This is an optimization exercise on Yosys and OpenROAD, whose aim is small area, a short achievable clock period and few clock cycles per item, not a production implementation. Only simulation tests tie the RTL to the original design; equivalence was not proved. Power is estimated from default activity; no workload was simulated.

==> flow/design.v <==
module pma_engine (
    input  wire        clk,
    input  wire        rst,
    input  wire        cmd_valid,
    output wire        cmd_ready,
    input  wire [31:0] cmd_word,
    input  wire [7:0]  cmd_len,
    input  wire        in_valid,
    output wire        in_ready,
    input  wire [7:0]  in_data,
    output wire        out_valid,
    input  wire        out_ready,
    output wire [7:0]  out_data,
    output wire        res_valid,
    input  wire        res_ready,
    output wire [3:0]  res_status,
    output wire [31:0] res_value
);
    localparam NCH     = 4;
    localparam ACC_CAP = 16;
    localparam QDEPTH  = 2;
    localparam MAXJ    = 16;
    localparam OBUF    = 2 * MAXJ + 4;    
    localparam [7:0] SOP = 8'h7E, EOP = 8'h7F, ESC = 8'h7D;
    localparam [7:0] C_SOP = 8'h5E, C_EOP = 8'h5F, C_ESC = 8'h5D;
    localparam [7:0] OP_STUFF = 8'h01, OP_UNSTUFF = 8'h02, OP_CSUM = 8'h03,
                     OP_VERIFY = 8'h04, OP_WRAP = 8'h05, OP_UNWRAP = 8'h06,
                     OP_SEAL = 8'h07, OP_PUSH = 8'h10, OP_POP = 8'h11,
                     OP_CLOSE = 8'h12, OP_STAT = 8'h13;
    localparam [3:0] ST_OK = 4'h0, ST_FRAMING = 4'h1, ST_ESC_END = 4'h2,
                     ST_INV_ESC = 4'h3, ST_CSUM = 4'h4, ST_ILLEGAL = 4'h5,
                     ST_LENGTH = 4'h6, ST_FULL = 4'h7, ST_EMPTY = 4'h8,
                     ST_OVERFLOW = 4'h9;
    localparam [2:0] S_IDLE = 3'd0, S_LOAD = 3'd1, S_EXEC = 3'd2,
                     S_OUT = 3'd3, S_RES = 3'd4,
                     S_CHK = 3'd5;
    localparam [2:0] P_PRE = 3'd0, P_BODY = 3'd1, P_CK = 3'd2,
                     P_EOP = 3'd3, P_FIN = 3'd4;
    reg [2:0]  state;
    reg [2:0]  phase;
    reg [31:0] cmd;
    reg [7:0]  len;
    reg [7:0]  cnt;
    reg [7:0]  job  [0:MAXJ-1];
    reg [7:0]  obuf [0:OBUF-1];
    reg [5:0]  olen;
    reg [5:0]  rd;
    reg [3:0]  r_status;
    reg [31:0] r_value;
    reg [7:0]  idx;
    reg [7:0]  idx_end;
    reg [5:0]  o;
    reg [7:0]  sum;
    reg        esc;
    reg                 ch_state [0:NCH-1];
    reg [4:0]           ch_alen  [0:NCH-1];
    reg [7:0]           ch_acc   [0:NCH-1][0:ACC_CAP-1];
    reg [1:0]           ch_qcnt  [0:NCH-1];
    reg                 ch_qhead [0:NCH-1];
    reg [4:0]           ch_qlen  [0:NCH-1][0:QDEPTH-1];
    reg [7:0]           ch_qdata [0:NCH-1][0:QDEPTH-1][0:ACC_CAP-1];
    wire [7:0] op   = cmd[7:0];
    wire [7:0] imm8 = cmd[15:8];
    wire [7:0] chn  = cmd[23:16];
    wire [7:0] rsvd = cmd[31:24];
    wire [1:0] c    = chn[1:0];
    wire is_codec = (op >= OP_STUFF) && (op <= OP_SEAL);
    wire is_rsm   = (op >= OP_PUSH) && (op <= OP_STAT);
    reg illegal;
    always @(*) begin
        illegal = 1'b0;
        if (rsvd != 8'd0)
            illegal = 1'b1;
        else if (is_codec)
            illegal = (imm8 != 8'd0) || (chn != 8'd0);
        else if (is_rsm)
            illegal = (chn >= NCH) || (len != 8'd0) ||
                      ((op != OP_PUSH) && (imm8 != 8'd0));
        else
            illegal = 1'b1;
    end
    wire [7:0] jb       = job[idx[3:0]];
    wire [7:0] jb_last  = job[len[3:0] - 4'd1];
    wire       reserved = (jb == SOP) || (jb == EOP) || (jb == ESC);
    wire [7:0] neg_sum  = 8'd0 - sum;
    wire       ck_res   = (neg_sum == SOP) || (neg_sum == EOP) || (neg_sum == ESC);
    function [7:0] stuff_code(input [7:0] b);
        case (b)
            SOP:     stuff_code = C_SOP;
            EOP:     stuff_code = C_EOP;
            default: stuff_code = C_ESC;
        endcase
    endfunction
    wire pops_now  = (state == S_OUT) && out_ready;
    wire res_done  = (state == S_RES) && res_ready;
    assign cmd_ready  = (state == S_IDLE);
    assign in_ready   = (state == S_LOAD);
    assign out_valid  = (state == S_OUT);
    assign out_data   = obuf[rd];
    assign res_valid  = (state == S_RES);
    assign res_status = r_status;
    assign res_value  = r_value;
    integer k, q;
    always @(posedge clk) begin
        if (rst) begin
            state <= S_IDLE;
            phase <= P_PRE;
            for (k = 0; k < NCH; k = k + 1) begin
                ch_state[k] <= 1'b0;
                ch_alen[k]  <= 5'd0;
                ch_qcnt[k]  <= 2'd0;
                ch_qhead[k] <= 1'b0;
            end
        end else begin
            case (state)
            S_IDLE: begin
                if (cmd_valid) begin
                    cmd   <= cmd_word;
                    len   <= cmd_len;
                    cnt   <= 8'd0;
                    phase <= P_PRE;
                    state <= (cmd_len == 8'd0) ? S_EXEC : S_LOAD;
                end
            end
            S_LOAD: begin
                if (in_valid) begin
                    if (cnt < MAXJ)
                        job[cnt[3:0]] <= in_data;
                    cnt <= cnt + 8'd1;
                    if (cnt == len - 8'd1)
                        state <= S_EXEC;
                end
            end
            S_EXEC: begin
                case (phase)
                P_PRE: begin
                    o   <= 6'd0;
                    sum <= 8'd0;
                    esc <= 1'b0;
                    idx <= 8'd0;
                    idx_end <= len;
                    if (illegal) begin
                        r_status <= ST_ILLEGAL; r_value <= 32'd0; olen <= 6'd0;
                        state <= S_CHK;
                    end else if (is_codec && len > MAXJ) begin
                        r_status <= ST_LENGTH; r_value <= 32'd0; olen <= 6'd0;
                        state <= S_CHK;
                    end else begin
                        case (op)
                        OP_WRAP, OP_SEAL: begin
                            obuf[0] <= SOP;
                            o <= 6'd1;
                            phase <= P_BODY;
                        end
                        OP_UNWRAP: begin
                            if (len < 8'd2 || job[0] != SOP || jb_last != EOP) begin
                                r_status <= ST_FRAMING; r_value <= 32'd0; olen <= 6'd0;
                                state <= S_CHK;
                            end else begin
                                idx <= 8'd1;
                                idx_end <= len - 8'd1;
                                phase <= P_BODY;
                            end
                        end
                        OP_PUSH: begin
                            r_value <= 32'd0;
                            olen    <= 6'd0;
                            state   <= S_RES;
                            r_status <= ST_OK;
                            if (ch_qcnt[c] == QDEPTH) begin
                                r_status <= ST_FULL;
                            end else if (!ch_state[c]) begin
                                if (imm8 == SOP) begin
                                    ch_acc[c][0] <= imm8;
                                    ch_alen[c]   <= 5'd1;
                                    ch_state[c]  <= 1'b1;
                                end
                            end else if (ch_alen[c] == ACC_CAP) begin
                                ch_alen[c]  <= 5'd0;
                                ch_state[c] <= 1'b0;
                                r_status    <= ST_OVERFLOW;
                            end else begin
                                ch_acc[c][ch_alen[c][3:0]] <= imm8;
                                ch_alen[c] <= ch_alen[c] + 5'd1;
                                if (imm8 == EOP) begin
                                    for (q = 0; q < ACC_CAP; q = q + 1)
                                        ch_qdata[c][ch_qhead[c] ^ ch_qcnt[c][0]][q] <=
                                            (q == ch_alen[c]) ? imm8 : ch_acc[c][q];
                                    ch_qlen[c][ch_qhead[c] ^ ch_qcnt[c][0]] <= ch_alen[c] + 5'd1;
                                    ch_qcnt[c]  <= ch_qcnt[c] + 2'd1;
                                    ch_alen[c]  <= 5'd0;
                                    ch_state[c] <= 1'b0;
                                    r_value     <= 32'd1;
                                end
                            end
                        end
                        OP_POP: begin
                            state <= S_CHK;
                            if (ch_qcnt[c] == 2'd0) begin
                                r_status <= ST_EMPTY; r_value <= 32'd0; olen <= 6'd0;
                            end else begin
                                for (q = 0; q < ACC_CAP; q = q + 1)
                                    obuf[q] <= ch_qdata[c][ch_qhead[c]][q];
                                r_status <= ST_OK;
                                r_value  <= {27'd0, ch_qlen[c][ch_qhead[c]]};
                                olen     <= {1'b0, ch_qlen[c][ch_qhead[c]]};
                                ch_qhead[c] <= ~ch_qhead[c];
                                ch_qcnt[c]  <= ch_qcnt[c] - 2'd1;
                            end
                        end
                        OP_CLOSE: begin
                            ch_state[c] <= 1'b0;
                            ch_alen[c]  <= 5'd0;
                            ch_qcnt[c]  <= 2'd0;
                            r_status <= ST_OK; r_value <= 32'd0; olen <= 6'd0;
                            state <= S_CHK;
                        end
                        OP_STAT: begin
                            r_status <= ST_OK;
                            r_value  <= {11'd0, ch_alen[c], 6'd0, ch_qcnt[c],
                                         5'd0, ch_qcnt[c] == QDEPTH,
                                         ch_qcnt[c] != 2'd0, ch_state[c]};
                            olen  <= 6'd0;
                            state <= S_CHK;
                        end
                        default: phase <= P_BODY;    
                        endcase
                    end
                end
                P_BODY: begin
                    if (idx == idx_end) begin
                        case (op)
                        OP_WRAP: phase <= P_EOP;
                        OP_SEAL: phase <= P_CK;
                        OP_STUFF: begin
                            r_status <= ST_OK; r_value <= {26'd0, o}; olen <= o;
                            state <= S_CHK;
                        end
                        OP_CSUM: begin
                            r_status <= ST_OK; r_value <= {24'd0, neg_sum}; olen <= 6'd0;
                            state <= S_CHK;
                        end
                        OP_VERIFY: begin
                            r_status <= (neg_sum == 8'd0) ? ST_OK : ST_CSUM;
                            r_value <= {24'd0, neg_sum}; olen <= 6'd0;
                            state <= S_CHK;
                        end
                        default: begin   
                            if (esc) begin
                                r_status <= ST_ESC_END; r_value <= {24'd0, idx - 8'd1};
                                olen <= 6'd0;
                            end else if (op == OP_UNWRAP && neg_sum != 8'd0) begin
                                r_status <= ST_CSUM; r_value <= {24'd0, neg_sum};
                                olen <= 6'd0;
                            end else begin
                                r_status <= ST_OK; r_value <= {26'd0, o}; olen <= o;
                            end
                            state <= S_CHK;
                        end
                        endcase
                    end else begin
                        idx <= idx + 8'd1;
                        case (op)
                        OP_STUFF, OP_WRAP, OP_SEAL: begin
                            sum <= sum + jb;
                            if (reserved) begin
                                obuf[o]        <= ESC;
                                obuf[o + 6'd1] <= stuff_code(jb);
                                o <= o + 6'd2;
                            end else begin
                                obuf[o] <= jb;
                                o <= o + 6'd1;
                            end
                        end
                        OP_CSUM, OP_VERIFY: sum <= sum + jb;
                        default: begin   
                            if (esc) begin
                                esc <= 1'b0;
                                case (jb)
                                C_SOP: begin obuf[o] <= SOP; sum <= sum + SOP; o <= o + 6'd1; end
                                C_EOP: begin obuf[o] <= EOP; sum <= sum + EOP; o <= o + 6'd1; end
                                C_ESC: begin obuf[o] <= ESC; sum <= sum + ESC; o <= o + 6'd1; end
                                default: begin
                                    r_status <= ST_INV_ESC; r_value <= {24'd0, idx - 8'd1};
                                    olen <= 6'd0;
                                    state <= S_CHK;
                                end
                                endcase
                            end else if (jb == ESC) begin
                                esc <= 1'b1;
                            end else begin
                                obuf[o] <= jb;
                                sum <= sum + jb;
                                o <= o + 6'd1;
                            end
                        end
                        endcase
                    end
                end
                P_CK: begin
                    if (ck_res) begin
                        obuf[o]        <= ESC;
                        obuf[o + 6'd1] <= stuff_code(neg_sum);
                        o <= o + 6'd2;
                    end else begin
                        obuf[o] <= neg_sum;
                        o <= o + 6'd1;
                    end
                    phase <= P_EOP;
                end
                P_EOP: begin
                    obuf[o] <= EOP;
                    o <= o + 6'd1;
                    phase <= P_FIN;
                end
                default: begin   
                    r_status <= ST_OK; r_value <= {26'd0, o}; olen <= o;
                    state <= S_CHK;
                end
                endcase
            end
            S_OUT: begin
                if (pops_now) begin
                    rd <= rd + 6'd1;
                    if (rd == olen - 6'd1)
                        state <= S_RES;
                end
            end
            S_CHK: begin
                rd    <= 6'd0;
                state <= (olen != 6'd0) ? S_OUT : S_RES;
            end
            default: begin   
                if (res_done)
                    state <= S_IDLE;
            end
            endcase
        end
    end
endmodule
==> flow/run.sh <==
#!/bin/bash
# synth_recipe.tcl (not shown) runs the flow's synth.tcl, then flattens the netlist and writes it again
# the make line also repeats each setting of config.mk as NAME=value (left out here)
make -C /OpenROAD-flow-scripts/flow DESIGN_CONFIG=/design/flow/config.mk WORK_HOME=/design/flow/orfs CLKGATE_MAP_FILE= SYNTH_SCRIPT=/design/flow/synth_recipe.tcl finish
==> flow/config.mk <==
export PLATFORM = sky130hd
export DESIGN_NAME = pma_engine
export DESIGN_NICKNAME = pma_engine
export VERILOG_FILES = /design/flow/design.v
export SDC_FILE = /design/flow/constraint.sdc
export NUM_CORES = 4
export LEC_CHECK = 0
export CAP_MARGIN = 20
export CORE_MARGIN = 2
export CORE_UTILIZATION = 40
export SLEW_MARGIN = 20
==> flow/constraint.sdc <==
create_clock -name core_clock -period 10.0 [get_ports {clk}]
set_input_delay 2.0000 -clock core_clock [delete_from_list [all_inputs] [get_ports {clk}]]
set_output_delay 2.0000 -clock core_clock [all_outputs]
set_load 0.01 [all_outputs]
==> results.sh <==
export IMPL_status="complete, no violations"
export IMPL_setup_tns_ns=0
export IMPL_vias=59606
export IMPL_setup_viol=0
export IMPL_core_um2=238000
export IMPL_drt_iter0_drc=6935
export IMPL_fmax_mhz=146
export IMPL_antenna_found_initial=11
export IMPL_peakVddDrop_uv=169
export IMPL_place_congestion=0.884
export IMPL_cts_htree_levels=4
export IMPL_cts_hold_buf=0
export IMPL_ys_types=107
export IMPL_drv_slew=0
export IMPL_hp_start="obuf[22][7]$_SDFFE_PP0P_"
export IMPL_layout_commonest_cell="edfxtp_1"
export IMPL_grt_max_degree=140
export IMPL_numCtsBuffers=221
export IMPL_clkSinkCount=2252
export IMPL_swShare_pct=24.3
export IMPL_avgSynthCellArea_um2=14.1
export IMPL_finalInstanceArea_um2=107000
export IMPL_tightest_slew_ns=1.32
export IMPL_rsz0062_at_grt="no"
export IMPL_r2r_slack_ns=3.91
export IMPL_clkTransAtPathRegs_ns=0.06
export IMPL_ant_nets=0
export IMPL_fin_nets=6824
export IMPL_cts_resized=0
export IMPL_r2r_end="ch_qdata[30][0]$_DFFE_PP_"
export IMPL_finalCoreUtilization_pct=45.2
export IMPL_reg2reg_from="cmd[10]$_DFFE_PP_"
export IMPL_drc_errors=0
export IMPL_grt_pass1_wl_mm=397
export IMPL_cts_root_buf="clkbuf_16"
export IMPL_synth_edff_count=1914
export IMPL_post_drt_wl_per_cell_um=26.9
export IMPL_p_leak_nw=35.4
export IMPL_chipHeight_um=493
export IMPL_ys_ff_latch=2252
export IMPL_hold_class="flop to flop"
export IMPL_hold_violations=0
export IMPL_pwr_density_cell_nw_per_um2=195
export IMPL_portBuffers=84
export IMPL_period_share_pct=68.5
export IMPL_first_global_vias=57349
export IMPL_grt_overflow=0
export IMPL_clk_latency_ns=0.92
export IMPL_start_kind="flop"
export IMPL_required_ns=8.00
export IMPL_hold_end="obuf[22][7]$_SDFFE_PP0P_"
export IMPL_slew_headroom_pct=9.91
export IMPL_clock_skew_ns=0.117
export IMPL_rows=179
export IMPL_crit_fanout=54
export IMPL_die_x_um=493
export IMPL_layout_common_cells="edfxtp_1, nand2_1, nor2_1"
export IMPL_final_layout_size_suffix_gt1_share_pct=14.5
export IMPL_drt_total_wl_mm=272
export IMPL_end_kind="primary output"
export IMPL_maxCapViolations=0
export IMPL_grt_util_met3_pct=3.63
export IMPL_vias_per_cell=5.90
export IMPL_netlist_instances=6765
export IMPL_placed_cell_area_um2=99800
export IMPL_dpl_hpwl_mm=170
export IMPL_pwr_share_comb_pct=8.7
export IMPL_dieArea_um2=243000
export IMPL_placement_setup_worst_slack_ns=3.22
export IMPL_clockBufferDepth=3
export IMPL_cp_arrival_ns=4.85
export IMPL_cts_tree="yes"
export IMPL_use_met1_pct=32.4
export IMPL_rr_worst_depth=10
export IMPL_synth_async_reset_ratio_pct=0
export IMPL_initial_core_util_pct=40.2
export IMPL_clkPwrFrac_pct=41.0
export IMPL_post_cts_buffers=0
export IMPL_firstDrtPassIters=7
export IMPL_final_cells=10103
export IMPL_p_sw_mw=5.08
export IMPL_path_class="flop to primary output"
export IMPL_seqPwrFrac_pct=50.4
export IMPL_top_usage_layer="met2"
export IMPL_yosysWarnings=4
export IMPL_synthFlopType="edfxtp_1"
export IMPL_dp_cells=9678
export IMPL_layout_min_cycle_time_ns=6.85
export IMPL_grt_util_all_layers_pct=22.0
export IMPL_timing_final_ws_setup_ns=3.15
export IMPL_yosysSeqAreaShare_pct=67.2
export IMPL_use_met2_pct=33.7
export IMPL_p_int_mw=15.8
export IMPL_ios=102
export IMPL_area_delta_synth_final_pct=12.3
export IMPL_min_delay_path_depth=2
export IMPL_netlist_area_um2=95600
[state kept, by name, summed over array words and instances (netlist names), 8 cells and up, named ones only]
signal    flops
ch_qdata   1024
ch_acc      512
obuf        384
job         128
ch_qlen      40
cmd          32
ch_alen      20
r_value      15
ch_qcnt       8
cnt           8
idx           8
idx_end       8
len           8
sum           8
[final cells by class]
class                   instances  area (µm²)
repair buffers                202        1860
multi-input cells            4004       29500
clock inverters               135        1660
inverters                      53         199
clock buffers                 279        5830
well taps                    3167        3960
fillers                     20675      130000
diodes                         11        27.5
flip-flops and latches       2252       64300
[critical path: stages (launching register included)]
cell and delay [ns]:
dfxtp_4 0.90, buf_4 0.90, mux4_2 0.64, mux4_2 0.52
mux2i_1 0.14, o21ai_0 0.27, clkdlybuf4s50_1 0.58
[cell usage after synthesis, types with 28 or more instances]
master     number  area, µm²
edfxtp_1     1914      57500
nand2_1       723       2710
nor2_1        415       1560
a21oi_1       378       1890
dfxtp_1       338       6770
clkbuf_1      309       1160
mux4_2        287       6460
o21ai_0       248       1240
mux2i_1       190       1900
nand3_1       174        871
nor3_1        156        781
mux2_2        154       1730
a211oi_1      147       1100
nor2b_1       118        738
o22ai_1        95        594
buf_1          75        282
a311oi_1       61        534
buf_2          55        275
inv_1          51        191
o21ai_1        51        255
and2_1         50        313
xnor2_1        45        394
o22a_1         39        342
o211ai_1       38        285
or3_1          38        238
a311o_1        37        370
nand4_1        37        231
ha_1           34        425
a2111oi_0      33        289
nand2b_1       32        200
and3_1         30        188
o2bb2ai_1      29        254
buf_4          28        210
xor2_1         28        245
[kinds of logic after synthesis]
kind of cell / Yosys count / share of synthesized area, %
compound gates: 1309 / 8.84
other cells: 1 / 0.00392
mux: 651 / 10.8
fa+ha+maj: 36 / 0.487
simple gates: 1918 / 9.69
flops: 2252 / 67.2
xor+xnor: 73 / 0.669
buf+inv: 525 / 2.28
[power by group through the flow]
stage | Combinational (mW) | Sequential (mW) | Clock [mW]
2_1_floorplan | 1.14 | 10.7 | 0
3_3_place_gp | 1.75 | 10.7 | 0
3_5_place_dp | 1.78 | 10.7 | 0
4_1_cts | 1.79 | 10.5 | 8.69
5_1_grt | 1.93 | 10.6 | 9.06
6_report | 1.81 | 10.5 | 8.57
[per-stage QoR]
step	hold slack (ns)	total power, mW
3_5_place_dp	0.451	12.5
6_report	0.465	20.9
4_1_cts	0.464	21.0
2_1_floorplan	0.433	11.8
5_1_grt	0.486	21.5
3_3_place_gp	0.449	12.5
[worst max path at each step]
stage,endpoint,slack (ns),depth (start not counted)
6_report,out_data[5],3.15,6
5_1_grt,out_data[5],2.85,6
4_1_cts,out_data[5],3.01,6
3_5_place_dp,ch_qdata[28][4]$_DFFE_PP_,3.22,8
3_3_place_gp,ch_qdata[28][3]$_DFFE_PP_,3.30,8
2_1_floorplan,ch_qdata[112][0]$_DFFE_PP_,0.37,7
[routing by layer]
layer	up-vias	routed length, µm
met4	4	7100
met2	2638	124000
li1	26076	-
met5	-	27
met3	404	21800
met1	30484	119000
Testbench counts, summed over its fixed seeds: cycles 57,336, items 5,121.

==> what the ideal ports hide <==
In the flow no input, the clock included, has a driving cell. The finished layout below was timed again as built, in two steps.
Step 1 sets driving cells, clkbuf_16 on the clock port and buf_2 on the other inputs (assumed; they add their load-dependent delay and slew).
Step 2 moves the port delays by t, midway between the first and last clock arrival at a register: inputs arrive t later, outputs are due t later. That takes back most of the time a late clock gives input paths.
Slacks: ideal ports / drivers / drivers and shift; pairs: ideal ports / drivers.
shift t [ns]: 0.946
setup slack, ns: 3.152 / 3.063 / 3.064
cell pins on the clock port's net: 1
After both steps setup and hold are still met in this run. For this run, drivers alone change the setup slack by -0.089 ns; drivers and shift together by -0.088 ns.
